From an optimization exercise on the open Yosys and OpenROAD flow, aimed at small area, a short achievable clock period and few clock cycles; shortcuts taken in it are not production practice. Only simulation tests tie the RTL to the original design; equivalence was not proved. Power figures rest on the tool's default switching activity, not on a simulated workload.

File: flow/design.v
module tp_core (
    input  wire        clk,
    input  wire        rst,
    input  wire        in_valid,
    input  wire [7:0]  in_data,
    input  wire        in_last,
    output reg         in_ready,
    output reg         bit_valid,
    output reg         bit_data,
    output reg         pm_valid,
    output wire [7:0]  pm_pos,
    output wire [31:0] pm_obs,
    output reg  [5:0]  pm_obsn,
    output reg  [4:0]  pm_score,
    output reg         fr_valid,
    output reg  [7:0]  fr_start,
    output wire [7:0]  fr_end,
    output reg         done,
    output reg  [9:0]  marker_count,
    output wire [7:0]  bit_count,
    output reg  [2:0]  frame_count,
    output reg  [7:0]  frame_min_len,
    output reg  [7:0]  frame_max_len,
    output reg  [7:0]  pm_count,
    output reg         diag
);
    localparam [31:0] SYNCW = 32'hC3A55A1E;   
    localparam integer NG   = 86;             
    reg       i_v;
    reg [1:0] i_s;                  
    reg       i_last;
    reg       rst_q;                
    wire accept = in_valid & in_ready;
    reg            pv;              
    reg            nz;              
    reg            ph;              
    reg  [1:0]     ts;
    reg  [3:0]     cs;
    reg  [6:0]     hd;
    reg  [1:0]     hs;
    reg  [4:0]     g [0:NG-1];
    wire       mk   = i_s[0] & i_s[1];
    wire       push = i_v & ~mk & (ts == 2'd2);
    wire       adv  = nz & ~ph;
    wire [4:0] gnew = {1'b0, cs} + (i_s[1] ? 5'd18 : i_s[0] ? 5'd9 : 5'd0);
    wire [3:0] csn  = (ts == 2'd0) ? {2'b00, i_s} :
                      cs + (i_s[1] ? 4'd6 : i_s[0] ? 4'd3 : 4'd0);
    wire [4:0] ge [0:127];
    genvar gi;
    generate
        for (gi = 0; gi < 128; gi = gi + 1) begin : gext
            if (gi == 0)       assign ge[gi] = {1'b0, cs};
            else if (gi <= NG) assign ge[gi] = g[gi-1];
            else               assign ge[gi] = 5'd0;
        end
    endgenerate
    reg  [4:0] gmid;
    integer gx;
    always @(*) begin
        gmid = 5'd0;
        for (gx = 0; gx <= NG; gx = gx + 1)
            gmid = gmid | (ge[gx] & {5{hd == gx}});
    end
    reg       rd_v;
    reg [4:0] rd_g;
    reg [1:0] rd_hs;
    reg       rd_last;
    integer k;
    always @(posedge clk) begin
        if (push) begin
            g[0] <= gnew;
            for (k = 1; k < NG; k = k + 1)
                g[k] <= g[k-1];
        end
    end
    always @(posedge clk) begin
        rd_g  <= gmid;
        rd_hs <= hs;
        if (i_v & ~mk) begin
            cs <= csn;
            ts <= (ts == 2'd2) ? 2'd0 : ts + 2'd1;
            nz <= 1'b1;
            ph <= ~ph;
            if (adv)
                hs <= (hs == 2'd2) ? 2'd0 : hs + 2'd1;
            if (push)
                hd <= hd + 7'd1;
            else if (adv && hs == 2'd2)
                hd <= hd - 7'd1;
        end
        if (rst_q) begin
            pv <= 1'b0;
            rd_v <= 1'b0;
            rd_last <= 1'b0;
        end else begin
            rd_v    <= i_v & mk & pv & nz;
            rd_last <= i_v & i_last;
            if (i_v & mk)
                pv <= 1'b1;
            if (i_v & i_last)
                pv <= 1'b0;
        end
        if (rst_q || (i_v & (mk | i_last))) begin
            nz <= 1'b0;
            ph <= 1'b0;
            ts <= 2'd0;
            hd <= 7'd0;
            hs <= 2'd0;
        end
    end
    wire [1:0] dg2 = (rd_g >= 5'd18) ? 2'd2 : (rd_g >= 5'd9) ? 2'd1 : 2'd0;
    wire [3:0] rm2 = rd_g[3:0] - (dg2[1] ? 4'd2 : dg2[0] ? 4'd9 : 4'd0);    
    wire [1:0] dg1 = (rm2 >= 4'd6) ? 2'd2 : (rm2 >= 4'd3) ? 2'd1 : 2'd0;
    wire [1:0] dg0 = rm2[1:0] - (dg1[1] ? 2'd2 : dg1[0] ? 2'd3 : 2'd0);     
    wire [1:0] trit = (rd_hs == 2'd0) ? dg0 : (rd_hs == 2'd1) ? dg1 : dg2;
    reg r_last;
    always @(posedge clk) begin
        bit_data <= trit[1];
        if (rst_q) begin
            bit_valid <= 1'b0;
            r_last    <= 1'b0;
        end else begin
            bit_valid <= rd_v & (trit != 2'd0);
            r_last    <= rd_last;
        end
    end
    reg  [31:0] win;                
    reg         fl;                 
    reg         cl;                 
    reg         hw;                 
    reg         fopen;
    reg         fup;                
    reg  [7:0]  flen;               
    reg  [7:0]  pos;                
    reg         lpend;              
    reg         m1, m2, m3, m4;     
    assign pm_obs = win;
    assign fr_end = pos;
    assign pm_pos = pos;
    assign bit_count = pos;       
    wire        clr    = done | rst_q;    
    wire        sh_r   = bit_valid & ~rst_q;
    wire        shift  = (bit_valid | fl) & ~rst_q;
    wire        qv     = ~clr & (hw | (pos == 8'hFF));
    wire        wbusy  = fl | cl | done;
    wire        wlast  = r_last | lpend;
    wire [23:0] dnext = win[29:6] ^ SYNCW[31:8];
    reg  [2:0]  ps [0:3];
    integer pj;
    always @(posedge clk) begin
        if (shift)
            for (pj = 0; pj < 4; pj = pj + 1)
                ps[pj] <= {2'd0, dnext[6*pj]}   + {2'd0, dnext[6*pj+1]} + {2'd0, dnext[6*pj+2]}
                        + {2'd0, dnext[6*pj+3]} + {2'd0, dnext[6*pj+4]} + {2'd0, dnext[6*pj+5]};
    end
    wire [4:0]  ndiff = ({2'd0, ps[0]} + {2'd0, ps[1]}) + ({2'd0, ps[2]} + {2'd0, ps[3]});
    wire        hit   = (ndiff <= 5'd4);
    wire        exact = sh_r & qv & ({win[30:0], bit_data} == SYNCW) & (~fo0 | (flen >= 8'd32));
    wire [2:0]  fc0   = clr ? 3'd0 : frame_count;
    wire        fo0   = clr ? 1'b0 : fopen;
    wire        femit = (exact | cl) & fo0;       
    wire        nmin  = (fc0 == 3'd0) | (flen < frame_min_len);
    wire        nmax  = (fc0 == 3'd0) | (flen > frame_max_len);
    wire        c24   = cl & ~shift & ~clr;
    always @(posedge clk) begin
        win      <= ({win[30:0], sh_r & bit_data} & {32{shift}}) | (win & {32{~shift}});
        pm_score <= 5'd24 - ndiff;
        fr_start <= (pos & {8{fup}}) | (fr_start & {8{~fup}});
        if (rst_q) begin
            fl            <= 1'b0;
            cl            <= 1'b0;
            done          <= 1'b0;
            pm_valid      <= 1'b0;
            fr_valid      <= 1'b0;
            fup           <= 1'b0;
            lpend         <= 1'b0;
            {m1, m2, m3, m4} <= 4'd0;
        end else begin
            done     <= cl;
            cl       <= fl & (pm_obsn == 6'd25);
            pm_valid <= shift & qv & hit;
            fr_valid <= femit;
            fup      <= exact;
            {m1, m2, m3, m4} <= {i_v & mk, m1, m2, m3};
            if (wlast & ~wbusy)
                fl <= 1'b1;
            else if (fl & (pm_obsn == 6'd25))
                fl <= 1'b0;
            lpend <= wlast & wbusy;
            if (exact)
                flen <= 8'd1;
            else if (sh_r)
                flen <= flen + 8'd1;
            else if (fl && pm_obsn == 6'd32)
                flen <= flen + 8'd31;
        end
        marker_count <= (clr ? 10'd0 : marker_count) + {9'd0, m4 & ~rst_q};
        pm_count     <= (clr ? 8'd0 : pm_count) + {7'd0, pm_valid & ~rst_q};
        pm_obsn <= clr ? 6'd32 : pm_obsn - {5'd0, fl};
        if (shift)
            hw <= qv;
        else if (clr)
            hw <= 1'b0;
        pos <= (clr ? 8'd224 : pos) + {3'd0, c24, c24, 2'd0, shift};
        fopen <= exact ? 1'b1 : (cl ? 1'b0 : fo0);
        frame_count <= fc0 + {2'd0, femit};
        frame_min_len <= (flen & {8{femit & nmin}}) | (frame_min_len & {8{~(femit & nmin) & ~clr}});
        frame_max_len <= (flen & {8{femit & nmax}}) | (frame_max_len & {8{~(femit & nmax) & ~clr}});
        diag <= (cl & (pos != 8'd232) & (frame_count == 3'd0) & ~fopen) | (~cl & diag);
    end
    always @(posedge clk) begin
        i_s    <= in_data[1:0];
        i_last <= in_last;
        rst_q  <= rst;
        i_v    <= accept & ~rst_q;
        in_ready <= ~rst & (rst_q | (((fl & (pm_obsn == 6'd29)) | in_ready) & ~(accept & in_last)));
    end
endmodule
File: flow/flow/run.sh
#!/bin/bash
# Standard ORFS layout, with timing repair aiming at a larger setup margin.
set -euo pipefail
bash standard.sh SETUP_SLACK_MARGIN=6.8 finish > standard_flow.log 2>&1
File: flow/standard.sh
#!/bin/bash
# synth_recipe.tcl (not shown) runs the flow's synth.tcl, then flattens the netlist and writes it again
# the make line also repeats each setting of config.mk as NAME=value (left out here)
make -C /OpenROAD-flow-scripts/flow DESIGN_CONFIG=/design/flow/config.mk WORK_HOME=/design/flow/orfs CLKGATE_MAP_FILE= SYNTH_SCRIPT=/design/flow/synth_recipe.tcl "${@:-finish}"
File: flow/config.mk
export PLATFORM = sky130hd
export DESIGN_NAME = tp_core
export DESIGN_NICKNAME = tp_core
export VERILOG_FILES = /design/flow/design.v
export SDC_FILE = /design/flow/constraint.sdc
export NUM_CORES = 4
export LEC_CHECK = 0
export CAP_MARGIN = 20
export CORE_MARGIN = 2
export CORE_UTILIZATION = 40
export CTS_CLUSTER_DIAMETER = 50
export CTS_CLUSTER_SIZE = 16
export SLEW_MARGIN = 20
File: flow/constraint.sdc
create_clock -name core_clock -period 10.0 [get_ports {clk}]
set_input_delay 2.0000 -clock core_clock [delete_from_list [all_inputs] [get_ports {clk}]]
set_output_delay 2.0000 -clock core_clock [all_outputs]
set_load 0.01 [all_outputs]
==> metrics.yaml, run 1 <==
overflow: 0
viasPerCell: 5.79
dpl_cell_area_um2: 25700
drtPass1Iterations: 6
clk_path_buf_depth: 3
finalSetupTns_ns: 0
fin_area_um2: 27900
cts_buffers: 54
fmax_mhz: 312
die_width_um: 247
min_period_ns: 3.20
clock_latency_ns: 0.62
grt.total_usage_pct: 19.7
wl_met2_mm: 27.7
gp_congestion: 0.839
antenna_left: 0
rows: 89
ys_seq_area_share_pct: 71.2
cts_tree: "done"
cp_top_family: "flip-flops"
synth-seq-cells: 596
cts_root_buf: "clkbuf_16"
status: "timing/DRC/antenna clean"
critPathCaptureType: "output pin"
critPathLaunchType: "flop"
drt-met1-wl_mm: 25.9
io_buffers: 124
die_y_um: 247
crit_required_ns: 8.00
synth_nets: 1673
ys.flop_type: "edfxtp_1"
syn_avg_cell_area_um2: 15.0
max_slew_margin_pct: 18.6
wl_per_cell_um: 23.8
critical_path_class: "reg2out"
cpMaxStageDelayCell: "edfxtp_1"
max_stage_delay_ns: 0.43
num-nets-final: 1860
rsz0062_at_grt: "yes"
power_leakage_nw: 8.99
grt_first_pass_wirelength_mm: 90.9
num_vias: 15000
grt_pass1_vias: 14700
setup_violations: 0
synth_top_area_share_pct: 62.7
critPathBufInv: 1
tightest_slew_ns: 1.22
dieArea_um2: 61300
dp_hpwl_mm: 37.1
antenna_found_initial: 1
htree_levels: 2
final_layout_size_suffix_gt1_share_pct: 22.5
hold_viol_final: 0
ys_types: 71
ys_warn_count: 3
hold_class: "reg2reg"
crit_path_max_fanout: 2
io_pins: 131
crit_chain: "buf_2"
synth.area.top_cells: "edfxtp_1 63%, dfxtp_1 8.5%, a22oi_1 3.6%"
finalWirelength_mm: 61.5
ir_drop_mv: 0.114
grt_start_max_net_pins: 97
drt_iter0_markers: 1819
async_reset_ff_share_pct: 0
yosys-top-cells-count: "495 x edfxtp_1, 113 x a22oi_1, 101 x dfxtp_1"
powerDensity_nw_per_um2: 172
cts_hold_buffers: 0
maxCapViolCount: 0
initial_core_util_pct: 40.3
synthToLayoutAreaGrowth_pct: 17.8
slew_viol_final: 0
core_um2: 58800
clock-skew-final_ns: 0.0233
worst_ep_arrival_time_ns: 1.20
routed.top_layer: "met5"
route.detailed.drc: 0
finalCritPeriodShare_pct: 32.0
synth_area_um2: 23700
syn_inst: 1586
synth-edff-count: 495
yosysTopAreaCell: "edfxtp_1"
path_clk_slew_ns: 0.07
met3_length_mm: 5.44
yosys.cell_count.top_type: "edfxtp_1"
clock_sinks: 596
cells in the final DEF, fill, tap and decap left out, types with 10 or more instances in the layout:
cell type / count
edfxtp_1: 495
a22oi_1: 113
buf_4: 98
buf_2: 84
nand3_1: 69
inv_1: 60
nor2_1: 59
clkbuf_16: 55
nand2_1: 51
ha_1: 51
dfxtp_2: 44
dfxtp_1: 43
a21oi_1: 39
a31oi_1: 31
o22ai_1: 24
and3_1: 23
xnor2_1: 23
a22o_1: 23
clkdlybuf4s15_2: 23
nand4_1: 21
fa_1: 21
nor3_1: 18
nor2b_1: 17
xor2_1: 16
nor4_1: 15
o21ai_0: 14
a222oi_1: 14
dfxtp_4: 14
and2_1: 13
a221oi_1: 13
a21o_1: 12
mux2i_1: 12
buf_6: 12
a32oi_1: 10
power by group:
group	internal (W)	switching [W]	total, W
registers	0.00265	0.00000556	0.00266
clock network	0.00113	0.000967	0.00210
logic	0.0000176	0.0000242	0.0000418
final cells by class:
cell class,count,area (um^2)
clock buffers,61,1400
repair buffers,227,1670
repair inverters,1,16.3
flip-flops and latches,596,17000
clock inverters,34,378
diodes,1,2.50
multi-input cells,831,6250
fillers,5134,30900
well taps,773,967
inverters,62,259
worst paths after layout:
path	cells past startpoint	startpoint	slack, ns	to
max reg2reg	8	hd[0]$_SDFFE_PP0P_	6.84	rd_g[2]$_DFF_P_
max	1	flop	6.80	pm_obs[18]
min reg2reg	0	hs[0]$_SDFFE_PP0P_	0.40	rd_hs[0]$_DFF_P_
min	0	hs[0]$_SDFFE_PP0P_	0.40	rd_hs[0]$_DFF_P_
repair_timing:
| item | in CTS | in global routing |
|---|---|---|
| setup buffers | 63 | 12 |
| setup endpoints to repair | 399 | 222 |
| pin swaps | 1 | 1 |
| cloned | 1 | 0 |
| resized for setup | 547 | 21 |
routing by layer:
metal	up-vias	global-route usage, %
met5	-	0.556
met4	2	8.52
met3	138	3.62
met2	761	29.9
met1	7485	27.7
li1	6592	-
cells by family (layout without fill, tap and decap cells):
| kind of cell | after synthesis | count (layout) | share of synthesized area (%) |
|---|---|---|---|
| simple gates | 355 | 355 | 8.26 |
| compound gates | 344 | 344 | 10.6 |
| xor+xnor | 41 | 41 | 1.57 |
| buf+inv | 159 | 385 | 2.98 |
| mux | 16 | 16 | 0.691 |
| fa+ha+maj | 75 | 75 | 4.65 |
| flops | 596 | 596 | 71.2 |
| other cells | 0 | 1 | 0 |
flip-flops by register name, summed over array words and instances, names as in the netlist, 2 cells and up, named ones only:
signal and count:
frame_max_len 8, hd 7, pm_score 5, frame_count 3, frame_min_len 8, ps 12
pm_obsn 6, rd_hs 2, flen 8, pm_count 8, marker_count 10, rd_g 5
g 430, pos 8, ts 2, i_s 2, hs 2, cs 4
stage by stage:
step	power (W)	hold WS [ns]	worst slack, ns	cells	utilization [%]
global placement	0.00275	0.380	5.57	2414	43.8
global route	0.00494	0.414	6.77	2586	47.5
finish	0.00480	0.398	6.80	2586	47.5
CTS	0.00484	0.397	6.75	2573	47.3
floorplan	0.00274	0.367	6.89	1586	-
detailed placement	0.00276	0.386	5.46	2414	43.8
Testbench counts, summed over its fixed seeds: cycles 49,242.
==> inputs of run 2 (changes only) <==
--- a/flow/config.mk
+++ b/flow/config.mk
@@ -9,5 +9,5 @@
 export CORE_MARGIN = 2
-export CORE_UTILIZATION = 40
-export CTS_CLUSTER_DIAMETER = 50
-export CTS_CLUSTER_SIZE = 16
+export CORE_UTILIZATION = 50
+export CTS_CLUSTER_DIAMETER = 60
+export CTS_CLUSTER_SIZE = 20
 export SLEW_MARGIN = 20
==> metrics.yaml, run 2 <==
crit_required_ns: 8.00
critPathLaunchType: "flop"
ys.flop_type: "edfxtp_1"
wl_met2_mm: 27.8
core_um2: 46700
clock_sinks: 596
clock_latency_ns: 0.60
r2r_slack_ns: 6.73
drtPass1Iterations: 18
rr_worst_depth: 15
finalWirelength_mm: 60.2
syn_inst: 1586
min_period_ns: 3.28
num_vias: 14800
fmax_mhz: 305
final_common_cell: "edfxtp_1"
die_y_um: 222
critPathCaptureType: "output pin"
io_pins: 131
critical_path_class: "reg2out"
num-nets-final: 1854
htree_levels: 2
final_layout_size_suffix_gt1_share_pct: 22.4
syn_avg_cell_area_um2: 15.0
crit_path_max_fanout: 5
grt_pass1_vias: 14500
overflow: 0
wl_per_cell_um: 25.0
path_clk_slew_ns: 0.08
worst_ep_arrival_time_ns: 1.28
dieArea_um2: 49200
hold_class: "reg2reg"
largest_reg_flops: 430
routed.top_layer: "met4"
synth-seq-cells: 596
synth_top_area_share_pct: 62.7
layout_common_cells: "495 x edfxtp_1, 112 x a22oi_1, 98 x buf_4"
synthToLayoutAreaGrowth_pct: 16.4
cts_root_buf: "clkbuf_16"
powerDensity_nw_per_um2: 164
dpl_worst_slack_ns: 5.58
gp_congestion: 0.818
ys_warn_count: 3
antenna_left: 0
fin_ws_ns: 6.72
rsz0062_at_grt: "yes"
async_reset_ff_share_pct: 0
synth_nets: 1673
drt-met1-wl_mm: 25.0
slew_viol_final: 0
yosys.cell_count.top_type: "edfxtp_1"
crit_path_start: "pos[5]$_DFF_P_"
route.detailed.drc: 0
worstReg2RegEnd: "bit_valid$_SDFF_PP0_"
io_buffers: 124
crit_path_end: "pm_pos[5]"
reg_top3: "g x430, ps x12, marker_count x10"
setup_violations: 0
drt_iter0_markers: 1718
ys_types: 71
whs_ns: 0.391
power_leakage_nw: 8.90
rows: 79
antenna_found_initial: 0
tightest_slew_ns: 1.06
ys_seq_area_share_pct: 71.2
grt_start_max_net_pins: 99
grt.total_usage_pct: 24.2
grt_first_pass_wirelength_mm: 90.1
finalCritPeriodShare_pct: 32.8
clk_path_buf_depth: 3
regMostFlops: "g"
cts_tree: "done"
place_inst: 2249
finalSetupTns_ns: 0
dp_hpwl_mm: 36.7
yosys-top-cells-count: "495 x edfxtp_1, 113 x a22oi_1, 101 x dfxtp_1"
ir_drop_mv: 0.124
status: "timing/DRC/antenna clean"
reg2reg_from: "rd_g[2]$_DFF_P_"
yosysTopAreaCell: "edfxtp_1"
viasPerCell: 6.16
initial_core_util_pct: 50.8
synth-edff-count: 495
maxCapViolCount: 0
layout.cells.non_filler: 2405
met3_length_mm: 5.74
synth_area_um2: 23700
hold_viol_final: 0
n_antenna_cell: 0
synth.area.top_cells: "edfxtp_1 63%, dfxtp_1 8.5%, a22oi_1 3.6%"
die_width_um: 222
clock-skew-final_ns: 0.0242
max_slew_margin_pct: 29.1
cts_buffers: 42
-- run 2: cell counts after synthesis --
No cell type changed its count.
-- run 2: cell type report --
type	count	area (um^2)
inverters	62	259
clock inverters	23	249
repair buffers	233	1780
fillers	3669	19100
clock buffers	52	1200
well taps	607	759
multi-input cells	831	6340
flip-flops and latches	596	17000
repair inverters	1	16.3
-- run 2: routing by layer --
layer  global-route usage, %  vias up
met5                       0        -
met4                    7.04        0
met3                    5.25      114
met2                    37.9      685
met1                    34.3     7453
li1                        -     6554
-- run 2: critical path, stage by stage, from the launching register on --
cell,delay [ns]
dfxtp_4,0.35
buf_6,0.12
buf_6,0.12
buf_6,0.11
-- run 2: kinds of logic after synthesis --
family	synth area share [%]
AOI/OAI and AO/OA	10.6
xor gates and xnor gates	1.57
adders and majority gates	4.65
buffers and inverters	2.98
DFF	71.2
muxes	0.691
and+or+nand+nor	8.26
-- run 2: metrics by stage --
step	cell area, um^2	power [W]	util (%)
2_1_floorplan	23700	0.00274	-
3_5_place_dp	25500	0.00276	54.7
4_1_cts	27400	0.00457	58.8
5_1_grt	27600	0.00467	59.1
6_report	27600	0.00452	59.1
3_3_place_gp	25500	0.00275	54.7
-- run 2: report_power, final --
part | switching, W | leakage, nW | internal (W)
registers | 0.00000551 | 4.67 | 0.00265
clock network | 0.000874 | 0.715 | 0.000949
logic | 0.0000267 | 3.52 | 0.0000206
total | 0.000906 | 8.90 | 0.00362
-- run 2: how the worst min path moves through the flow --
| stage | from | endpoint | slack, ns | cells past startpoint |
|---|---|---|---|---|
| finish | hs[0]$_SDFFE_PP0P_ | rd_hs[0]$_DFF_P_ | 0.39 | 0 |
| global route | hs[0]$_SDFFE_PP0P_ | rd_hs[0]$_DFF_P_ | 0.41 | 0 |
| CTS | hs[0]$_SDFFE_PP0P_ | rd_hs[0]$_DFF_P_ | 0.39 | 0 |
| detailed placement | hs[0]$_SDFFE_PP0P_ | rd_hs[0]$_DFF_P_ | 0.38 | 0 |
| global placement | hs[0]$_SDFFE_PP0P_ | rd_hs[0]$_DFF_P_ | 0.38 | 0 |
| floorplan | hs[0]$_SDFFE_PP0P_ | rd_hs[0]$_DFF_P_ | 0.37 | 0 |
-- run 2: what timing repair did --
item | CTS | global route
setup endpoints to repair | 398 | 163
pin swaps | 1 | 15
gates cloned | 1 | 0
gates resized for setup | 489 | 74
hold buffers | 0 | 0
setup buffers | 58 | 22
==> inputs of run 3 (changes only) <==
--- a/flow/config.mk
+++ b/flow/config.mk
@@ -9,3 +9,3 @@
 export CORE_MARGIN = 2
-export CORE_UTILIZATION = 50
+export CORE_UTILIZATION = 40
 export CTS_CLUSTER_DIAMETER = 60
==> metrics.yaml, run 3 <==
layout_common_cells: "495 x edfxtp_1, 113 x a22oi_1, 97 x buf_4"
ys_types: 71
setup_violations: 0
synthToLayoutAreaGrowth_pct: 15.8
synth_top_area_share_pct: 62.7
io_buffers: 124
ys_seq_area_share_pct: 71.2
drtPass1Iterations: 5
yosys.cell_count.top_type: "edfxtp_1"
synth-seq-cells: 596
finalCritPeriodShare_pct: 31.8
finalSetupTns_ns: 0
num_vias: 14900
wl_per_cell_um: 23.8
syn_avg_cell_area_um2: 15.0
min_period_ns: 3.18
route.detailed.drc: 0
die_width_um: 247
core_um2: 58800
num-nets-final: 1848
hold_class: "reg2reg"
io_pins: 131
final_common_cell: "edfxtp_1"
viasPerCell: 5.81
crit_required_ns: 8.00
cpMaxStageDelayCell: "edfxtp_1"
rows: 89
cts_tree: "done"
rsz0062_at_grt: "yes"
ys_warn_count: 3
cp_top_family: "flip-flops"
clock_sinks: 596
final_layout_size_suffix_gt1_share_pct: 21.3
ir_drop_mv: 0.114
synth_area_um2: 23700
die_y_um: 247
crit_chain: "buf_2"
hold_viol_final: 0
finalWirelength_mm: 61.1
reg_top3: "g x430, ps x12, marker_count x10"
worst_ep_arrival_time_ns: 1.18
antenna_found_initial: 1
routed.top_layer: "met4"
overflow: 0
clock-skew-final_ns: 0.0303
wl_met2_mm: 27.4
yosysTopAreaCell: "edfxtp_1"
max_stage_delay_ns: 0.43
synth.area.top_cells: "edfxtp_1 63%, dfxtp_1 8.5%, a22oi_1 3.6%"
htree_levels: 2
cts_buffers: 41
syn_inst: 1586
fmax_mhz: 314
met3_length_mm: 5.58
drt_iter0_markers: 1848
tightest_slew_ns: 1.14
grt_pass1_vias: 14400
grt_first_pass_wirelength_mm: 90.1
powerDensity_nw_per_um2: 160
crit_path_max_fanout: 2
yosys-top-cells-count: "495 x edfxtp_1, 113 x a22oi_1, 101 x dfxtp_1"
clk_path_buf_depth: 3
power_leakage_nw: 8.76
power_w: 0.00439
initial_core_util_pct: 40.3
critPathLaunchType: "flop"
max_slew_margin_pct: 23.8
maxCapViolCount: 0
cts_hold_buffers: 0
dp_hpwl_mm: 37.1
critical_path_class: "reg2out"
cts_root_buf: "clkbuf_16"
drt-met1-wl_mm: 25.9
slew_viol_final: 0
synth-edff-count: 495
critPathBufInv: 1
status: "timing/DRC/antenna clean"
path_clk_slew_ns: 0.09
synth_nets: 1673
grt_start_max_net_pins: 97
critPathCaptureType: "output pin"
grt.total_usage_pct: 19.6
clock_latency_ns: 0.61
async_reset_ff_share_pct: 0
dieArea_um2: 61300
antenna_left: 0
n_fill_cell: 5174
ys.flop_type: "edfxtp_1"
largest_reg_flops: 430
regMostFlops: "g"
gp_congestion: 0.839
[run 3: cell counts after synthesis]
No cell type changed its count.
[run 3: final timing paths]
check	startpoint	endpoint	slack, ns	depth (start not counted)
max	flop	pm_obs[13]	6.82	1
max reg2reg	hd[0]$_SDFFE_PP0P_	rd_g[2]$_DFF_P_	6.85	8
min reg2reg	hs[0]$_SDFFE_PP0P_	rd_hs[0]$_DFF_P_	0.40	0
min	hs[0]$_SDFFE_PP0P_	rd_hs[0]$_DFF_P_	0.40	0
[run 3: where the power goes]
group | switching (W) | internal (W)
registers | 0.00000539 | 0.00265
logic | 0.0000242 | 0.0000180
clock network | 0.000893 | 0.000797
total | 0.000923 | 0.00346
[run 3: repair_timing]
item,in CTS,in global routing
buffers inserted,56,20
gates cloned,1,0
pin swaps,1,1
resized for setup,509,46
setup endpoints to repair,398,245
[run 3: cell type report]
| cell class | count | area (um^2) | area share, % |
|---|---|---|---|
| Multi-Input combinational cell | 831 | 6260 | 22.8 |
| Timing Repair inverter | 1 | 16.3 | 0.0592 |
| Tap cell | 773 | 967 | 3.52 |
| Timing Repair Buffer | 228 | 1700 | 6.20 |
| Inverter | 62 | 259 | 0.943 |
| Clock inverter | 21 | 195 | 0.711 |
| Sequential cell | 596 | 17000 | 61.9 |
| Antenna cell | 1 | 2.50 | 0.00911 |
| Clock buffer | 48 | 1070 | 3.90 |
[run 3: kinds of logic after synthesis]
| family | share of synthesized area, % |
|---|---|
| compound gates | 10.6 |
| flops | 71.2 |
| fa+ha+maj | 4.65 |
| mux | 0.691 |
| simple gates | 8.26 |
| buf+inv | 2.98 |
| xor+xnor | 1.57 |
[run 3: metrics by stage]
stage / hold slack, ns / area, um^2 / worst slack (ns) / cells / util [%]
global placement: 0.380 / 25700 / 5.57 / 2414 / 43.8
CTS: 0.396 / 27400 / 6.77 / 2540 / 46.6
floorplan: 0.367 / 23700 / 6.89 / 1586 / -
detailed placement: 0.386 / 25700 / 5.46 / 2414 / 43.8
finish: 0.397 / 27500 / 6.82 / 2561 / 46.7
global route: 0.415 / 27500 / 6.72 / 2561 / 46.7
[run 3: per-layer routing]
metal	vias to the layer above	GRT usage, %
met5	-	0
met4	0	7.13
met3	128	3.57
met2	753	30.2
met1	7452	27.7
li1	6546	-
==> inputs of run 4 (changes only) <==
==> flow/flow/run.sh (replaced) <==
#!/bin/bash
# Standard ORFS layout, with timing repair aiming at a larger setup margin.
set -euo pipefail
bash standard.sh SETUP_SLACK_MARGIN=7.0 finish > standard_flow.log 2>&1
==> metrics.yaml, run 4 <==
status: "timing/DRC/antenna clean"
path_clk_slew_ns: 0.08
maxCapViolCount: 0
r2r_slack_ns: 6.82
final_common_cell: "edfxtp_1"
num_vias: 15000
worst_ep_arrival_time_ns: 1.18
critPathCaptureType: "output pin"
largest_reg_flops: 430
n_fill_cell: 5022
gp_congestion: 0.848
dpl_worst_slack_ns: 6.50
htree_levels: 2
route.detailed.drc: 0
crit_path_max_fanout: 2
rr_worst_depth: 15
finalWirelength_mm: 61.7
drtPass1Iterations: 6
cpMaxStageDelayCell: "edfxtp_1"
fin_ws_ns: 6.82
grt_pass1_vias: 14500
finalCritPeriodShare_pct: 31.8
synth_nets: 1673
drt_iter0_markers: 1949
slew_viol_final: 0
initial_core_util_pct: 40.3
final_layout_size_suffix_gt1_share_pct: 25.1
rsz0062_at_grt: "yes"
powerDensity_nw_per_um2: 160
min_period_ns: 3.18
die_width_um: 247
drt-met1-wl_mm: 25.6
cts_root_buf: "clkbuf_16"
syn_avg_cell_area_um2: 15.0
async_reset_ff_share_pct: 0
ys_warn_count: 3
fin_util_pct: 48.3
ir_drop_mv: 0.117
clock_latency_ns: 0.62
grt_start_max_net_pins: 114
multi_input_area_um2: 6350
min_path_cells: 0
hold_viol_final: 0
viasPerCell: 5.76
synthToLayoutAreaGrowth_pct: 19.8
wl_met2_mm: 28.1
setup_violations: 0
critPathLaunchType: "flop"
power_w: 0.00453
ys_types: 71
yosys-top-cells-count: "495 x edfxtp_1, 113 x a22oi_1, 101 x dfxtp_1"
io_pins: 131
crit_required_ns: 8.00
seq_area_um2: 17000
finalSetupTns_ns: 0
tightest_slew_ns: 1.03
max_slew_margin_pct: 30.8
cts_tree: "done"
critPathBufInv: 1
die_y_um: 247
yosysTopAreaCell: "edfxtp_1"
power_leakage_nw: 9.23
syn_inst: 1586
fmax_mhz: 314
overflow: 0
cts_buffers: 43
num-nets-final: 1893
layout_common_cells: "495 x edfxtp_1, 140 x buf_4, 113 x a22oi_1"
crit_chain: "buf_2"
reg_top3: "g x430, ps x12, marker_count x10"
clock-skew-final_ns: 0.0443
hold_class: "reg2reg"
yosys.cell_count.top_type: "edfxtp_1"
cp_top_family: "flip-flops"
io_buffers: 124
critical_path_class: "reg2out"
cts_hold_buffers: 0
ys_seq_area_share_pct: 71.2
grt.total_usage_pct: 19.8
synth_top_area_share_pct: 62.7
cp_num_cells: 1
synth_area_um2: 23700
synth.area.top_cells: "edfxtp_1 63%, dfxtp_1 8.5%, a22oi_1 3.6%"
synth-edff-count: 495
rows: 89
antenna_found_initial: 3
met3_length_mm: 6.07
ys.flop_type: "edfxtp_1"
max_stage_delay_ns: 0.43
grt_first_pass_wirelength_mm: 91.1
routed.top_layer: "met5"
wl_per_cell_um: 23.6
core_um2: 58800
antenna_left: 0
dp_hpwl_mm: 37.2
synth-seq-cells: 596
clk_path_buf_depth: 3
dieArea_um2: 61300
regMostFlops: "g"
clock_sinks: 596
## run 4: cell counts after synthesis
No cell type changed its count.
## run 4: final cells by class
cell class,count,share of cell area (%)
Timing Repair Buffer,271,8.24
Antenna cell,1,0.00881
Clock inverter,24,1.10
Multi-Input combinational cell,831,22.3
Sequential cell,596,59.9
Timing Repair inverter,1,0.0572
Inverter,62,0.916
Tap cell,773,3.40
Clock buffer,52,4.02
## run 4: through the flow
step / cell area, um^2 / instances / hold WS, ns
final: 28400 / 2611 / 0.404
after global routing: 28400 / 2611 / 0.427
after CTS: 28100 / 2587 / 0.400
after detailed placement: 25800 / 2415 / 0.387
after global placement: 25800 / 2415 / 0.379
after floorplan: 23700 / 1586 / 0.367
## run 4: repair_timing
action | in CTS | in global routing
setup buffers | 94 | 22
endpoints found under the setup margin | 354 | 134
pin swaps | 8 | 18
gates resized for setup | 672 | 31
gates cloned | 2 | 0
## run 4: metal layers
layer  global-route usage [%]  up-vias
met1                     28.0     7522
met3                     4.21      113
met5                        0        -
li1                         -     6627
met2                     30.6      765
met4                     6.38        4
## run 4: where the power goes
part,internal [W],leakage [nW],switching [W]
sequential,0.00265,4.67,0.00000591
combinational,0.0000229,3.85,0.0000259
clock,0.000907,0.705,0.000926
## run 4: path summary, 6_finish.rpt
path	startpoint	to
max	flop	pm_obs[12]
max reg2reg	rd_g[2]$_DFF_P_	bit_data$_DFF_P_
min	hs[0]$_SDFFE_PP0P_	rd_hs[0]$_DFF_P_
min reg2reg	hs[0]$_SDFFE_PP0P_	rd_hs[0]$_DFF_P_
## run 4: cell families after synthesis
group | after synthesis | synth area share (%)
adders and majority gates | 75 | 4.65
AOI/OAI and AO/OA | 344 | 10.6
DFF | 596 | 71.2
buffers and inverters | 159 | 2.98
xor gates and xnor gates | 41 | 1.57
and+or+nand+nor | 355 | 8.26
muxes | 16 | 0.691
==> inputs of run 5 (changes only) <==
==> flow/flow/run.sh (replaced) <==
#!/bin/bash
# Standard ORFS layout, with timing repair aiming at a larger setup margin.
set -euo pipefail
bash standard.sh SETUP_SLACK_MARGIN=6.5 finish > standard_flow.log 2>&1
==> metrics.yaml, run 5 <==
path_common_cell: "buf_4"
ir_drop_mv: 0.119
syn_inst: 1586
core_um2: 58800
grt_start_max_net_pins: 107
muxShareOfSynthArea_pct: 0.691
route.detailed.drc: 0
wl_per_cell_um: 24.0
grt_first_pass_wirelength_mm: 89.7
setup_violations: 0
num-nets-final: 1792
cts_buffers: 42
regMostFlops: "g"
dp_hpwl_mm: 36.8
seq_power_share_pct: 58.6
grt_pass1_vias: 14100
p_sw_w: 0.000921
powerDensity_nw_per_um2: 166
synth_area_um2: 23700
clockPowerShare_pct: 40.5
clk_path_buf_depth: 3
syn_avg_cell_area_um2: 15.0
synth-adder-area-share_pct: 4.65
ys_warn_count: 3
num_vias: 14600
grt.total_usage_pct: 19.5
overflow: 0
max_stage_delay_ns: 0.51
synthToLayoutAreaGrowth_pct: 15.0
cts_hold_buffers: 0
slew_viol_final: 0
drtPass1Iterations: 5
synth_compound_area_share_pct: 10.6
power_leakage_nw: 8.86
synth-seq-cells: 596
path_clk_slew_ns: 0.08
internal_power_w: 0.00362
critPathCaptureType: "flop"
dieArea_um2: 61300
yosys.cell_count.top_type: "edfxtp_1"
synth_top_area_share_pct: 62.7
layout.cells.non_filler: 2507
htree_levels: 2
synth-simple-area-share_pct: 8.26
gp_congestion: 0.835
max_slew_margin_pct: 28.7
critPathLaunchType: "flop"
synth_nets: 1673
hold_viol_final: 0
io_buffers: 124
ys_seq_area_share_pct: 71.2
rows: 89
cpMaxStageDelayCell: "or4_1"
status: "timing/DRC/antenna clean"
finalCritPeriodShare_pct: 34.5
ys_types: 71
reg_top3: "g x430, ps x12, marker_count x10"
pwr-share-comb_pct: 0.9
n_fill_cell: 5166
final_common_cell: "edfxtp_1"
final_layout_size_suffix_gt1_share_pct: 9.12
clock-skew-final_ns: 0.0350
ys.flop_type: "edfxtp_1"
antenna_left: 0
tightest_slew_ns: 1.07
worst_ep_arrival_time_ns: 3.91
io_pins: 131
async_reset_ff_share_pct: 0
crit_chain: "buf_4 -> and3b_1 -> buf_4 -> and2_1 -> a32oi_1 -> nand4_1 -> or4_1 -> or3_1"
synth-edff-count: 495
finalWirelength_mm: 60.2
synth_top_family_by_area: "compound AO/OA/AOI/OAI gates"
fmax_mhz: 290
rsz0062_at_grt: "no"
die_y_um: 247
finalSetupTns_ns: 0
hold_class: "reg2reg"
die_width_um: 247
yosys-top-cells-count: "495 x edfxtp_1, 113 x a22oi_1, 101 x dfxtp_1"
crit_path_max_fanout: 17
synth.area.top_cells: "edfxtp_1 63%, dfxtp_1 8.5%, a22oi_1 3.6%"
min_period_ns: 3.45
clock_sinks: 596
cts_tree: "done"
maxCapViolCount: 0
critical_path_class: "reg2reg"
clock_latency_ns: 0.61
p_sw_share_pct: 20.3
layout_common_cells: "495 x edfxtp_1, 113 x a22oi_1, 106 x dlygate4sd2_1"
viasPerCell: 5.83
drt_iter0_markers: 1710
initial_core_util_pct: 40.3
cts_root_buf: "clkbuf_16"
crit_required_ns: 10.46
place_inst: 2412
antenna_found_initial: 2
yosysTopAreaCell: "edfxtp_1"
largest_reg_flops: 430
synth_xor_area_share_pct: 1.57
-- run 5: routing by layer --
layer	track usage, %	routed length (um)	vias to the layer above
li1	-	-	6412
met3	3.86	5990	117
met1	27.6	25100	7332
met4	5.94	1810	0
met2	30.4	27300	757
met5	0	0	-
-- run 5: worst paths after layout --
check                                   endpoint          startpoint  depth (start not counted)  slack [ns]
worst min-delay path            rd_hs[0]$_DFF_P_  hs[0]$_SDFFE_PP0P_                          0        0.39
worst max register to register   rd_g[4]$_DFF_P_  hd[2]$_SDFFE_PP0P_                          8        6.55
worst max-delay path             rd_g[4]$_DFF_P_  hd[2]$_SDFFE_PP0P_                          8        6.55
worst min register to register  rd_hs[0]$_DFF_P_  hs[0]$_SDFFE_PP0P_                          0        0.39
-- run 5: final cells by class --
type | instances | area [um^2] | area share, %
multi-input combinational | 831 | 6200 | 22.8
clock inverter | 23 | 320 | 1.17
timing repair buffer | 171 | 1500 | 5.51
inverter | 62 | 249 | 0.913
clock buffer | 49 | 1110 | 4.07
timing repair inverter | 1 | 8.76 | 0.0321
sequential | 596 | 16900 | 62.0
antenna | 1 | 2.50 | 0.00918
tap | 773 | 967 | 3.55
-- run 5: power groups by stage --
stage | clock (W) | combinational (W) | sequential (W)
after floorplan | 0 | 0.0000253 | 0.00271
after global placement | 0 | 0.0000380 | 0.00272
after detailed placement | 0 | 0.0000391 | 0.00272
after CTS | 0.00188 | 0.0000388 | 0.00266
after global routing | 0.00196 | 0.0000436 | 0.00266
final | 0.00184 | 0.0000390 | 0.00266
-- run 5: per-stage QoR --
step,setup WS (ns),area [um^2],hold slack (ns),util (%),power [W]
2_1_floorplan,6.57,23700,0.367,-,0.00274
3_3_place_gp,6.34,25700,0.376,43.7,0.00275
3_5_place_dp,6.27,25700,0.381,43.7,0.00276
4_1_cts,6.50,27200,0.390,46.3,0.00457
5_1_grt,6.50,27300,0.401,46.4,0.00467
6_report,6.55,27300,0.391,46.4,0.00454
-- run 5: repair_timing --
action	in CTS	in global routing
setup buffers	20	1
gates cloned	1	0
gates resized for setup	119	21
endpoints found under the setup margin	271	242
-- run 5: logic make-up (layout without fill, tap and decap cells) --
family | after synthesis | in the layout
XOR/XNOR | 41 | 41
other | 0 | 1
adder cells (fa/ha/maj) | 75 | 75
flip-flops | 596 | 596
AND/OR/NAND/NOR | 355 | 355
AO/OA/AOI/OAI | 344 | 344
buffers and inverters | 159 | 306
multiplexers | 16 | 16
-- run 5: worst max-delay path: cells and delay by family, from the launching register on --
| family | cells | cell delay (ns) |
|---|---|---|
| and+or+nand+nor | 5 | 1.83 |
| buffers and inverters | 2 | 0.67 |
| DFF | 1 | 0.50 |
| AOI/OAI and AO/OA | 1 | 0.29 |
==> inputs of run 6 (changes only) <==
==> flow/flow/run.sh (replaced) <==
#!/bin/bash
# Standard ORFS layout, with timing repair aiming at a larger setup margin.
set -euo pipefail
bash standard.sh SETUP_SLACK_MARGIN=6.8 finish > standard_flow.log 2>&1
--- a/flow/config.mk
+++ b/flow/config.mk
@@ -10,4 +10,5 @@
 export CORE_UTILIZATION = 40
-export CTS_CLUSTER_DIAMETER = 60
-export CTS_CLUSTER_SIZE = 20
+export CTS_BUF_LIST = sky130_fd_sc_hd__clkbuf_8 sky130_fd_sc_hd__clkbuf_16
+export CTS_CLUSTER_DIAMETER = 70
+export CTS_CLUSTER_SIZE = 24
 export SLEW_MARGIN = 20
==> metrics.yaml, run 6 <==
status: "timing/DRC/antenna clean"
antenna_found_initial: 0
n_antenna_cell: 0
max_slew_margin_pct: 21.7
ys_warn_count: 3
cts_tree: "done"
clock_latency_ns: 0.59
crit_path_end: "pm_pos[0]"
power_w: 0.00425
route.detailed.drc: 0
final_common_cell: "edfxtp_1"
place_inst: 2414
p_sw_share_pct: 20.5
hold_class: "reg2reg"
fin_area_um2: 27200
crit_path_start: "pos[0]$_DFF_P_"
finalCritPeriodShare_pct: 31.7
grt.total_usage_pct: 19.4
reg2reg_from: "hd[0]$_SDFFE_PP0P_"
power_leakage_nw: 8.61
cts_hold_buffers: 0
synth_area_um2: 23700
drt_iter0_markers: 1820
ir_drop_mv: 0.103
io_buffers: 124
ys.flop_type: "edfxtp_1"
p_sw_w: 0.000872
viasPerCell: 5.83
path_clk_slew_ns: 0.09
rr_worst_depth: 8
clk_path_buf_depth: 3
synth.area.top_cells: "edfxtp_1 63%, dfxtp_1 8.5%, a22oi_1 3.6%"
syn_inst: 1586
die_y_um: 247
synthToLayoutAreaGrowth_pct: 14.7
async_reset_ff_share_pct: 0
slew_viol_final: 0
htree_levels: 2
overflow: 0
initial_core_util_pct: 40.3
gp_congestion: 0.839
maxCapViolCount: 0
clock_sinks: 596
yosys-top-cells-count: "495 x edfxtp_1, 113 x a22oi_1, 101 x dfxtp_1"
num_vias: 14800
min_period_ns: 3.17
finalSetupTns_ns: 0
tightest_slew_ns: 1.18
worstReg2RegEnd: "rd_g[2]$_DFF_P_"
yosysTopAreaCell: "edfxtp_1"
io_pins: 131
layout_common_cells: "495 x edfxtp_1, 113 x a22oi_1, 81 x buf_4"
reg_top3: "g x430, ps x12, marker_count x10"
ys_types: 71
final_layout_size_suffix_gt1_share_pct: 19.8
drtPass1Iterations: 7
dpl_worst_slack_ns: 5.46
r2r_slack_ns: 6.86
num-nets-final: 1827
syn_avg_cell_area_um2: 15.0
grt_start_max_net_pins: 97
critical_path_class: "reg2out"
wl_per_cell_um: 24.0
internal_power_w: 0.00337
grt_pass1_vias: 14400
cts_root_buf: "clkbuf_16"
synth-edff-count: 495
dpl_cell_area_um2: 25700
finalWirelength_mm: 60.8
crit_path_max_fanout: 6
antenna_left: 0
fmax_mhz: 315
critPathCaptureType: "output pin"
pwr-share-comb_pct: 1.0
dp_hpwl_mm: 37.1
synth-seq-cells: 596
seq_power_share_pct: 62.5
core_um2: 58800
die_width_um: 247
rsz0062_at_grt: "yes"
clockPowerShare_pct: 36.5
critPathLaunchType: "flop"
ys_seq_area_share_pct: 71.2
regMostFlops: "g"
rows: 89
crit_required_ns: 8.00
n_fill_cell: 5188
dieArea_um2: 61300
cts_buffers: 35
synth_top_area_share_pct: 62.7
clock-skew-final_ns: 0.0308
synth_nets: 1673
largest_reg_flops: 430
worst_ep_arrival_time_ns: 1.17
yosys.cell_count.top_type: "edfxtp_1"
hold_viol_final: 0
powerDensity_nw_per_um2: 156
setup_violations: 0
grt_first_pass_wirelength_mm: 89.6
layout.cells.non_filler: 2536
fin_ws_ns: 6.83
[run 6: final cells by class]
| cell class | count | area (um^2) | area share [%] |
|---|---|---|---|
| multi-input cells | 831 | 6250 | 23.0 |
| inverters | 62 | 259 | 0.952 |
| clock buffers | 36 | 901 | 3.31 |
| well taps | 773 | 967 | 3.56 |
| clock inverters | 24 | 204 | 0.750 |
| repair inverters | 1 | 16.3 | 0.0598 |
| flip-flops and latches | 596 | 17000 | 62.5 |
| repair buffers | 213 | 1610 | 5.92 |
[run 6: power by group through the flow]
stage,Clock (W),Combinational (W),Sequential [W]
global route,0.00167,0.0000464,0.00265
global placement,0,0.0000393,0.00272
CTS,0.00159,0.0000415,0.00265
detailed placement,0,0.0000402,0.00272
floorplan,0,0.0000253,0.00271
finish,0.00155,0.0000418,0.00265
[run 6: timing repair]
action | 4_1_cts | 5_1_grt
endpoints found under the setup margin | 398 | 245
cloned | 1 | 0
setup buffers | 50 | 11
gates resized for setup | 467 | 54
pin swaps | 1 | 1
[run 6: critical path: stages (launching register included)]
cell and delay [ns]:
dfxtp_4 0.36, buf_6 0.13, buf_6 0.11
[run 6: cells by family after synthesis]
| family | count (synthesis) | share of synthesized area, % |
|---|---|---|
| AO/OA/AOI/OAI | 344 | 10.6 |
| XOR/XNOR | 41 | 1.57 |
| adder cells (fa/ha/maj) | 75 | 4.65 |
| buffers and inverters | 159 | 2.98 |
| flip-flops | 596 | 71.2 |
| multiplexers | 16 | 0.691 |
| AND/OR/NAND/NOR | 355 | 8.26 |
[run 6: worst min path at each step]
stage,start,endpoint,slack [ns],cells after the start
final,hs[0]$_SDFFE_PP0P_,rd_hs[0]$_DFF_P_,0.40,0
after global routing,hs[0]$_SDFFE_PP0P_,rd_hs[0]$_DFF_P_,0.42,0
after CTS,hs[0]$_SDFFE_PP0P_,rd_hs[0]$_DFF_P_,0.40,0
after detailed placement,hs[0]$_SDFFE_PP0P_,rd_hs[0]$_DFF_P_,0.39,0
after global placement,hs[0]$_SDFFE_PP0P_,rd_hs[0]$_DFF_P_,0.38,0
after floorplan,hs[0]$_SDFFE_PP0P_,rd_hs[0]$_DFF_P_,0.37,0
[run 6: layer usage]
| layer | GRT usage [%] | vias up | routed length [um] |
|---|---|---|---|
| li1 | - | 6487 | - |
| met1 | 27.4 | 7424 | 25400 |
| met2 | 30.1 | 742 | 27500 |
| met3 | 3.49 | 128 | 5680 |
| met4 | 7.41 | 0 | 2170 |
| met5 | 0 | - | 0 |
[run 6: through the flow]
stage,hold slack (ns),util [%]
global placement,0.380,43.8
global route,0.419,46.3
finish,0.404,46.3
CTS,0.399,46.3
detailed placement,0.386,43.8
floorplan,0.367,-
==> inputs of run 7 (changes only) <==
--- a/flow/config.mk
+++ b/flow/config.mk
@@ -10,3 +10,2 @@
 export CORE_UTILIZATION = 40
-export CTS_BUF_LIST = sky130_fd_sc_hd__clkbuf_8 sky130_fd_sc_hd__clkbuf_16
 export CTS_CLUSTER_DIAMETER = 70
==> metrics.yaml, run 7 <==
final_common_cell: "edfxtp_1"
grt_pass1_vias: 14400
ys_types: 71
cts_tree: "done"
gp_congestion: 0.839
final_layout_size_suffix_gt1_share_pct: 19.8
num-nets-final: 1827
die_y_um: 247
critical_path_class: "reg2out"
critPathLaunchType: "flop"
finalCritPeriodShare_pct: 31.7
cts_hold_buffers: 0
status: "timing/DRC/antenna clean"
drt_iter0_markers: 1814
slew_viol_final: 0
worst_ep_arrival_time_ns: 1.17
clock_latency_ns: 0.59
layout_common_cells: "495 x edfxtp_1, 113 x a22oi_1, 81 x buf_4"
htree_levels: 2
wl_per_cell_um: 23.9
min_delay_worst_endpoint: "rd_hs[0]$_DFF_P_"
max_slew_margin_pct: 18.3
powerDensity_nw_per_um2: 156
synth.area.top_cells: "edfxtp_1 63%, dfxtp_1 8.5%, a22oi_1 3.6%"
critPathCaptureType: "output pin"
finalWirelength_mm: 60.7
max_stage_delay_ns: 0.36
cp_top_family: "flip-flops"
setup_violations: 0
yosys.cell_count.top_type: "edfxtp_1"
yosysTopAreaCell: "edfxtp_1"
worstReg2RegEnd: "rd_g[2]$_DFF_P_"
synth_top_area_share_pct: 62.7
ys.flop_type: "edfxtp_1"
cts_root_buf: "clkbuf_16"
clock_sinks: 596
largest_reg_flops: 430
cts_buffers: 35
async_reset_ff_share_pct: 0
synthToLayoutAreaGrowth_pct: 14.7
regMostFlops: "g"
core_um2: 58800
path_common_cell: "buf_6"
power_leakage_nw: 8.58
min_period_ns: 3.17
synth_nets: 1673
fmax_mhz: 315
num_vias: 14900
route.detailed.drc: 0
rr_worst_depth: 8
clk_path_buf_depth: 3
ir_drop_mv: 0.103
clock-skew-final_ns: 0.0291
io_buffers: 124
ys_seq_area_share_pct: 71.2
dp_hpwl_mm: 37.1
maxCapViolCount: 0
reg_top3: "g x430, ps x12, marker_count x10"
grt.total_usage_pct: 19.4
drtPass1Iterations: 6
yosys-top-cells-count: "495 x edfxtp_1, 113 x a22oi_1, 101 x dfxtp_1"
n_antenna_cell: 0
crit_chain: "buf_6 -> buf_6"
ys_warn_count: 3
io_pins: 131
antenna_found_initial: 0
tightest_slew_ns: 1.23
crit_path_max_fanout: 6
antenna_left: 0
path_clk_slew_ns: 0.09
synth-seq-cells: 596
grt_start_max_net_pins: 97
finalSetupTns_ns: 0
critPathBufInv: 2
viasPerCell: 5.86
hold_class: "reg2reg"
die_width_um: 247
r2r_slack_ns: 6.85
syn_avg_cell_area_um2: 15.0
overflow: 0
rows: 89
reg2reg_from: "hd[0]$_SDFFE_PP0P_"
crit_required_ns: 8.00
synth-edff-count: 495
dieArea_um2: 61300
rsz0062_at_grt: "yes"
min_path_cells: 0
grt_first_pass_wirelength_mm: 89.6
initial_core_util_pct: 40.3
whs_ns: 0.404
min_from: "hs[0]$_SDFFE_PP0P_"
cpMaxStageDelayCell: "dfxtp_4"
syn_inst: 1586
hold_viol_final: 0
synth_area_um2: 23700
==> run 7: cell families (layout without fill, tap and decap cells) <==
kind of cell	count (synthesis)	after routing	share of synthesized area (%)
flip-flops	596	596	71.2
AND/OR/NAND/NOR	355	355	8.26
AO/OA/AOI/OAI	344	344	10.6
buffers and inverters	159	336	2.98
adder cells (fa/ha/maj)	75	75	4.65
XOR/XNOR	41	41	1.57
multiplexers	16	16	0.691
==> run 7: final cells by class <==
type / instances / area [um^2]
clock buffer: 43 / 927
clock inverter: 17 / 178
fill: 5188 / 31600
inverter: 62 / 259
multi-input combinational: 831 / 6250
sequential: 596 / 17000
tap: 773 / 967
timing repair buffer: 213 / 1610
timing repair inverter: 1 / 16.3
==> run 7: repair_timing <==
item,in CTS,in global routing
resized for setup,467,54
pin swaps,1,1
setup buffers,50,11
cloned,1,0
endpoints found under the setup margin,398,245
==> run 7: worst max-delay path by stage <==
stage	start	to	slack, ns	cells past startpoint
after CTS	pos[0]$_DFF_P_	pm_pos[0]	6.78	2
after global placement	i_s[1]$_DFF_P_	g[15][4]$_DFFE_PP_	5.57	6
after detailed placement	i_v$_DFF_P_	g[78][4]$_DFFE_PP_	5.46	6
final	pos[0]$_DFF_P_	pm_pos[0]	6.83	2
after global routing	rd_g[2]$_DFF_P_	bit_data$_DFF_P_	6.72	14
after floorplan	i_s[1]$_DFF_P_	hd[5]$_SDFFE_PP0P_	6.89	9
==> run 7: power breakdown <==
part / switching, W / internal, W / leakage, nW
Sequential: 0.00000538 / 0.00265 / 4.67
Combinational: 0.0000242 / 0.0000177 / 3.38
Clock: 0.000843 / 0.000715 / 0.531
==> run 7: through the flow <==
| stage | instance area (um^2) | std cells | setup slack, ns | util, % | power (W) |
|---|---|---|---|---|---|
| 5_1_grt | 27200 | 2536 | 6.72 | 46.3 | 0.00438 |
| 2_1_floorplan | 23700 | 1586 | 6.89 | - | 0.00274 |
| 3_5_place_dp | 25700 | 2414 | 5.46 | 43.8 | 0.00276 |
| 6_report | 27200 | 2536 | 6.83 | 46.3 | 0.00425 |
| 4_1_cts | 27200 | 2525 | 6.78 | 46.3 | 0.00429 |
| 3_3_place_gp | 25700 | 2414 | 5.57 | 43.8 | 0.00275 |
==> run 7: layer usage <==
| metal | track usage [%] | part of all wire, % | vias to the layer above |
|---|---|---|---|
| met1 | 27.4 | 42 | 7511 |
| met3 | 3.49 | 8.6 | 131 |
| li1 | - | - | 6482 |
| met2 | 30.1 | 45 | 734 |
| met5 | 0 | 0 | - |
| met4 | 7.41 | 3.6 | 0 |
==> inputs of run 8 (changes only) <==
--- a/flow/config.mk
+++ b/flow/config.mk
@@ -9,3 +9,3 @@
 export CORE_MARGIN = 2
-export CORE_UTILIZATION = 40
+export CORE_UTILIZATION = 33
 export CTS_CLUSTER_DIAMETER = 70
==> metrics.yaml, run 8 <==
place_inst: 2588
gp_congestion: 0.814
max_slew_margin_pct: 23.4
whs_ns: 0.398
path_common_cell: "buf_6"
min_from: "hs[0]$_SDFFE_PP0P_"
die_width_um: 272
grt.total_usage_pct: 16.3
internal_power_w: 0.00336
hold_viol_final: 0
drtPass1Iterations: 8
ys_seq_area_share_pct: 71.2
yosysTopAreaCell: "edfxtp_1"
ys_types: 71
ir_drop_mv: 0.0956
fmax_mhz: 307
power_w: 0.00425
slew_viol_final: 0
crit_chain: "buf_6 -> buf_6 -> buf_6"
max_stage_delay_ns: 0.35
core_um2: 71400
reg2reg_from: "rd_g[1]$_DFF_P_"
tightest_slew_ns: 1.15
yosys.cell_count.top_type: "edfxtp_1"
clock_latency_ns: 0.60
num_vias: 15000
dieArea_um2: 74000
ys.flop_type: "edfxtp_1"
pwr-share-comb_pct: 1.0
critPathCaptureType: "output pin"
cts_buffers: 35
die_y_um: 272
wl_per_cell_um: 22.8
setup_violations: 0
synthToLayoutAreaGrowth_pct: 16.2
crit_required_ns: 8.00
antenna_found_initial: 1
finalCritPeriodShare_pct: 32.6
largest_reg_flops: 430
grt_pass1_vias: 14900
reg_top3: "g x430, ps x12, marker_count x10"
io_buffers: 124
dp_hpwl_mm: 37.4
fin_area_um2: 27600
seq_power_share_pct: 62.5
dpl_cell_area_um2: 25900
final_common_cell: "edfxtp_1"
syn_inst: 1586
cts_tree: "done"
num-nets-final: 1833
r2r_slack_ns: 6.79
n_fill_cell: 6638
viasPerCell: 5.53
synth_top_area_share_pct: 62.7
htree_levels: 2
cts_root_buf: "clkbuf_16"
antenna_left: 0
n_antenna_cell: 0
syn_avg_cell_area_um2: 15.0
synth-seq-cells: 596
yosys-top-cells-count: "495 x edfxtp_1, 113 x a22oi_1, 101 x dfxtp_1"
synth.area.top_cells: "edfxtp_1 63%, dfxtp_1 8.5%, a22oi_1 3.6%"
cpMaxStageDelayCell: "dfxtp_4"
min_period_ns: 3.26
grt_start_max_net_pins: 101
path_clk_slew_ns: 0.09
ys_warn_count: 3
clk_path_buf_depth: 3
clockPowerShare_pct: 36.4
status: "timing/DRC/antenna clean"
route.detailed.drc: 0
synth_area_um2: 23700
final_layout_size_suffix_gt1_share_pct: 20.7
synth-edff-count: 495
worst_ep_arrival_time_ns: 1.26
layout.cells.non_filler: 2718
async_reset_ff_share_pct: 0
rsz0062_at_grt: "yes"
rows: 98
crit_path_max_fanout: 2
p_sw_w: 0.000883
drt_iter0_markers: 1987
clock-skew-final_ns: 0.0354
power_leakage_nw: 8.65
finalWirelength_mm: 62.0
io_pins: 131
crit_path_start: "pos[1]$_DFF_P_"
grt_first_pass_wirelength_mm: 93.2
hold_class: "reg2reg"
critical_path_class: "reg2out"
p_sw_share_pct: 20.8
initial_core_util_pct: 33.2
clock_sinks: 596
powerDensity_nw_per_um2: 154
maxCapViolCount: 0
overflow: 0
critPathLaunchType: "flop"
layout_common_cells: "495 x edfxtp_1, 113 x a22oi_1, 83 x buf_4"
regMostFlops: "g"
synth_nets: 1673
finalSetupTns_ns: 0
## run 8: cell types whose count changed in the layout (fill, tap and decap cells not counted), moves of 5 or more
cell | before | now
clkbuf_2 | 26 | 1
buf_6 | 11 | 22
and3b_4 | 5 | 0
buf_2 | 53 | 65
dfxtp_2 | 37 | 42
dfxtp_1 | 48 | 43
## run 8: kinds of logic after synthesis
group           synth area share [%]
flops                           71.2
simple gates                    8.26
compound gates                  10.6
buf+inv                         2.98
fa+ha+maj                       4.65
xor+xnor                        1.57
mux                            0.691
## run 8: path summary, 6_finish.rpt
check                     end  cells past startpoint
min          rd_hs[0]$_DFF_P_                      0
min reg2reg  rd_hs[0]$_DFF_P_                      0
max reg2reg  bit_data$_DFF_P_                     15
max                 pm_pos[1]                      3
## run 8: routing by layer
metal / track usage, % / share of wire [%] / up-vias / routed length [um]
li1: - / - / 6490 / -
met1: 23.2 / 43 / 7656 / 26600
met2: 25.8 / 45 / 767 / 28200
met3: 2.73 / 8.9 / 122 / 5510
met4: 4.92 / 2.8 / 2 / 1760
met5: 0 / 0.026 / - / 16
## run 8: critical path: cells and delay by family, from the launching register on
| kind | cells | cell delay [ns] |
|---|---|---|
| DFF | 1 | 0.35 |
| buffers and inverters | 3 | 0.34 |
## run 8: power groups by stage
| stage | Combinational, W | Sequential, W | Clock [W] |
|---|---|---|---|
| 3_3_place_gp | 0.0000379 | 0.00272 | 0 |
| 6_report | 0.0000435 | 0.00266 | 0.00155 |
| 2_1_floorplan | 0.0000253 | 0.00271 | 0 |
| 5_1_grt | 0.0000483 | 0.00266 | 0.00167 |
| 4_1_cts | 0.0000400 | 0.00266 | 0.00159 |
| 3_5_place_dp | 0.0000389 | 0.00272 | 0 |
## run 8: layout make-up
| type | instances | area (um^2) | area share [%] |
|---|---|---|---|
| clock buffer | 43 | 937 | 3.40 |
| clock inverter | 16 | 146 | 0.531 |
| inverter | 62 | 259 | 0.940 |
| multi-input combinational | 831 | 6290 | 22.8 |
| sequential | 596 | 17000 | 61.7 |
| tap | 950 | 1190 | 4.31 |
| timing repair buffer | 219 | 1730 | 6.29 |
| timing repair inverter | 1 | 16.3 | 0.0590 |
## run 8: timing repair
item                                    in CTS  in global routing
gates cloned                                 1                  0
resized for setup                          497                 53
endpoints found under the setup margin     402                 65
buffers inserted                            55                 15
pin swaps                                    2                 12
hold buffers                                 0                  0
hold endpoints to repair                     0                  0
## run 8: stage by stage
step	worst slack [ns]	util, %
6_report	6.74	38.6
5_1_grt	6.63	38.6
4_1_cts	6.69	38.4
3_5_place_dp	5.55	36.3
3_3_place_gp	5.64	36.3
2_1_floorplan	6.89	-
==> inputs of run 9 (changes only) <==
==> flow/run.sh (new file) <==
#!/bin/bash
# synth_recipe.tcl (not shown) runs the flow's synth.tcl, then flattens the netlist and writes it again
# the make line also repeats each setting of config.mk as NAME=value (left out here)
make -C /OpenROAD-flow-scripts/flow DESIGN_CONFIG=/design/flow/config.mk WORK_HOME=/design/flow/orfs CLKGATE_MAP_FILE= SYNTH_SCRIPT=/design/flow/synth_recipe.tcl finish
--- a/flow/config.mk
+++ b/flow/config.mk
@@ -9,5 +9,6 @@
 export CORE_MARGIN = 2
-export CORE_UTILIZATION = 33
+export CORE_UTILIZATION = 40
 export CTS_CLUSTER_DIAMETER = 70
 export CTS_CLUSTER_SIZE = 24
+export SETUP_SLACK_MARGIN = 5
 export SLEW_MARGIN = 20
removed: flow/flow/run.sh
removed: flow/standard.sh
==> metrics.yaml, run 9 <==
status: "timing/DRC/antenna clean"
synthToLayoutAreaGrowth_pct: 13.0
final_common_cell: "edfxtp_1"
async_reset_ff_share_pct: 0
crit_chain: "a21bo_2 -> clkinv_1 -> nand3b_1 -> inv_16 -> buf_4 -> buf_12"
rows: 89
overflow: 0
grt_pass1_vias: 13900
min_period_ns: 4.15
cts_hold_buffers: 0
viasPerCell: 5.82
max_slew_margin_pct: 29.7
clock-skew-final_ns: 0.0263
critPathCaptureType: "flop"
synth-seq-cells: 596
synth-edff-count: 495
io_pins: 131
maxCapViolCount: 0
finalWirelength_mm: 58.5
largest_reg_flops: 430
synth.area.top_cells: "edfxtp_1 63%, dfxtp_1 8.5%, a22oi_1 3.6%"
power_leakage_nw: 8.14
cts_tree: "done"
reg_top3: "g x430, ps x12, marker_count x10"
syn_inst: 1586
finalCritPeriodShare_pct: 41.5
syn_avg_cell_area_um2: 15.0
layout_common_cells: "495 x edfxtp_1, 124 x clkdlybuf4s50_1, 113 x a22oi_1"
synth_nets: 1673
ir_drop_mv: 0.120
rsz0062_at_grt: "no"
grt.total_usage_pct: 18.9
cts_root_buf: "clkbuf_16"
num_vias: 14400
cts_buffers: 34
whs_ns: 0.399
ys.flop_type: "edfxtp_1"
path_clk_slew_ns: 0.09
tightest_slew_ns: 1.05
slew_viol_final: 0
hold_viol_final: 0
die_y_um: 247
max_stage_delay_ns: 0.80
setup_violations: 0
cts_setup_buffers: 0
critPathLaunchType: "flop"
antenna_left: 0
clock_latency_ns: 0.60
cts_resized: 0
antenna_found_initial: 1
die_width_um: 247
hold_class: "reg2reg"
drt_iter0_markers: 1712
fmax_mhz: 241
grt_first_pass_wirelength_mm: 87.3
crit_path_max_fanout: 187
critical_path_class: "reg2reg"
num-nets-final: 1760
ys_types: 71
clk_path_buf_depth: 3
powerDensity_nw_per_um2: 158
yosys.cell_count.top_type: "edfxtp_1"
finalSetupTns_ns: 0
yosysTopAreaCell: "edfxtp_1"
grt_start_max_net_pins: 188
regMostFlops: "g"
initial_core_util_pct: 40.3
clock_sinks: 596
dp_hpwl_mm: 36.8
ys_warn_count: 3
crit_required_ns: 10.20
io_buffers: 124
core_um2: 58800
htree_levels: 2
synth_top_area_share_pct: 62.7
wl_per_cell_um: 23.7
worst_ep_arrival_time_ns: 4.35
dieArea_um2: 61300
gp_congestion: 0.824
drtPass1Iterations: 6
ys_seq_area_share_pct: 71.2
route.detailed.drc: 0
synth_area_um2: 23700
fin_util_pct: 45.6
cpMaxStageDelayCell: "buf_4"
final_layout_size_suffix_gt1_share_pct: 5.85
yosys-top-cells-count: "495 x edfxtp_1, 113 x a22oi_1, 101 x dfxtp_1"
==> run 9: cell counts after synthesis <==
Identical to the previous run, type by type.
==> run 9: where the power goes <==
group	switching, W	internal [W]	total (W)	leakage [nW]
logic	0.0000214	0.0000172	0.0000386	2.98
registers	0.00000690	0.00265	0.00266	4.64
clock network	0.000839	0.000698	0.00154	0.521
total	0.000868	0.00337	0.00424	8.14
==> run 9: through the flow <==
stage	cell area (um^2)	std cells	power, W	setup WS [ns]
after floorplan	23700	1586	0.00274	5.52
after global placement	25700	2410	0.00275	5.85
after detailed placement	25700	2410	0.00275	5.77
after CTS	26800	2466	0.00428	5.76
after global routing	26800	2467	0.00436	5.43
final	26800	2467	0.00424	5.85
==> run 9: final timing paths <==
path | from | to | slack (ns) | cells past startpoint
setup reg to reg | i_v$_DFF_P_ | g[71][3]$_DFFE_PP_ | 5.85 | 6
hold / removal | hs[0]$_SDFFE_PP0P_ | rd_hs[0]$_DFF_P_ | 0.40 | 0
hold reg to reg | hs[0]$_SDFFE_PP0P_ | rd_hs[0]$_DFF_P_ | 0.40 | 0
setup / recovery | i_v$_DFF_P_ | g[71][3]$_DFFE_PP_ | 5.85 | 6
==> run 9: layer usage <==
| layer | routed length (um) | share of wire, % | vias up | track usage (%) |
|---|---|---|---|---|
| li1 | - | - | 6344 | - |
| met1 | 24900 | 43 | 7212 | 27.0 |
| met2 | 26700 | 46 | 729 | 29.3 |
| met3 | 5560 | 9.5 | 80 | 4.07 |
| met4 | 1330 | 2.3 | 0 | 5.14 |
| met5 | 0 | 0 | - | 0 |
==> run 9: cell families after synthesis <==
group,count (synthesis),synth area share [%]
adders and majority gates,75,4.65
muxes,16,0.691
DFF,596,71.2
buffers and inverters,159,2.98
and+or+nand+nor,355,8.26
AOI/OAI and AO/OA,344,10.6
xor gates and xnor gates,41,1.57
==> run 9: cell type report <==
type                       instances  area, um^2
tap                              773         967
inverter                          62         249
multi-input combinational        831        6180
timing repair buffer             148        1430
sequential                       596       16900
antenna                            1        2.50
clock buffer                      42         902
fill                            5164       32000
clock inverter                    14         185
==> run 9: worst max-delay path: cells and delay by family, from the launching register on <==
| family | cells | cell delay, ns |
|---|---|---|
| AOI/OAI and AO/OA | 1 | 0.27 |
| and+or+nand+nor | 1 | 0.48 |
| buffers and inverters | 4 | 2.32 |
| DFF | 1 | 0.45 |

-- port drivers added, routing unchanged --
How much do the figures lean on ideal ports? The routed layouts below were timed once more, with nothing changed but the port constraints.
Step 1: set_driving_cell puts a clkbuf_16 on clk and a buf_2 on each other input, an assumption about the parent block.
Step 2, shift: input delay + t, output delay - t, t = (earliest + latest rising clock arrival at the registers) / 2. This alone moves slack from input paths to output paths.
Slacks: ideal ports / drivers / drivers and shift; pairs: ideal ports / drivers.
| run | t, ns | slack for setup (ns) | clock arrival spread, ns | worst data-port slew with drivers (ns) |
|---|---|---|---|---|
| run 1 | 0.659 | 6.797 / 6.740 / 6.842 | 0.032 / 0.033 | 0.09 |
| run 2 | 0.639 | 6.717 / 6.664 / 6.733 | 0.029 / 0.030 | 0.07 |
| run 3 | 0.650 | 6.819 / 6.758 / 6.847 | 0.044 / 0.044 | 0.09 |
| run 4 | 0.655 | 6.818 / 6.756 / 6.821 | 0.051 / 0.052 | 0.10 |
| run 5 | 0.647 | 6.553 / 6.505 / 6.553 | 0.038 / 0.038 | 0.08 |
| run 6 | 0.632 | 6.827 / 6.767 / 6.857 | 0.040 / 0.040 | 0.08 |
| run 7 | 0.631 | 6.828 / 6.768 / 6.852 | 0.038 / 0.037 | 0.08 |
| run 8 | 0.637 | 6.738 / 6.682 / 6.790 | 0.037 / 0.037 | 0.08 |
| run 9 | 0.633 | 5.852 / 5.852 / 5.852 | 0.039 / 0.039 | 0.08 |
After both steps every run listed still meets setup and hold.
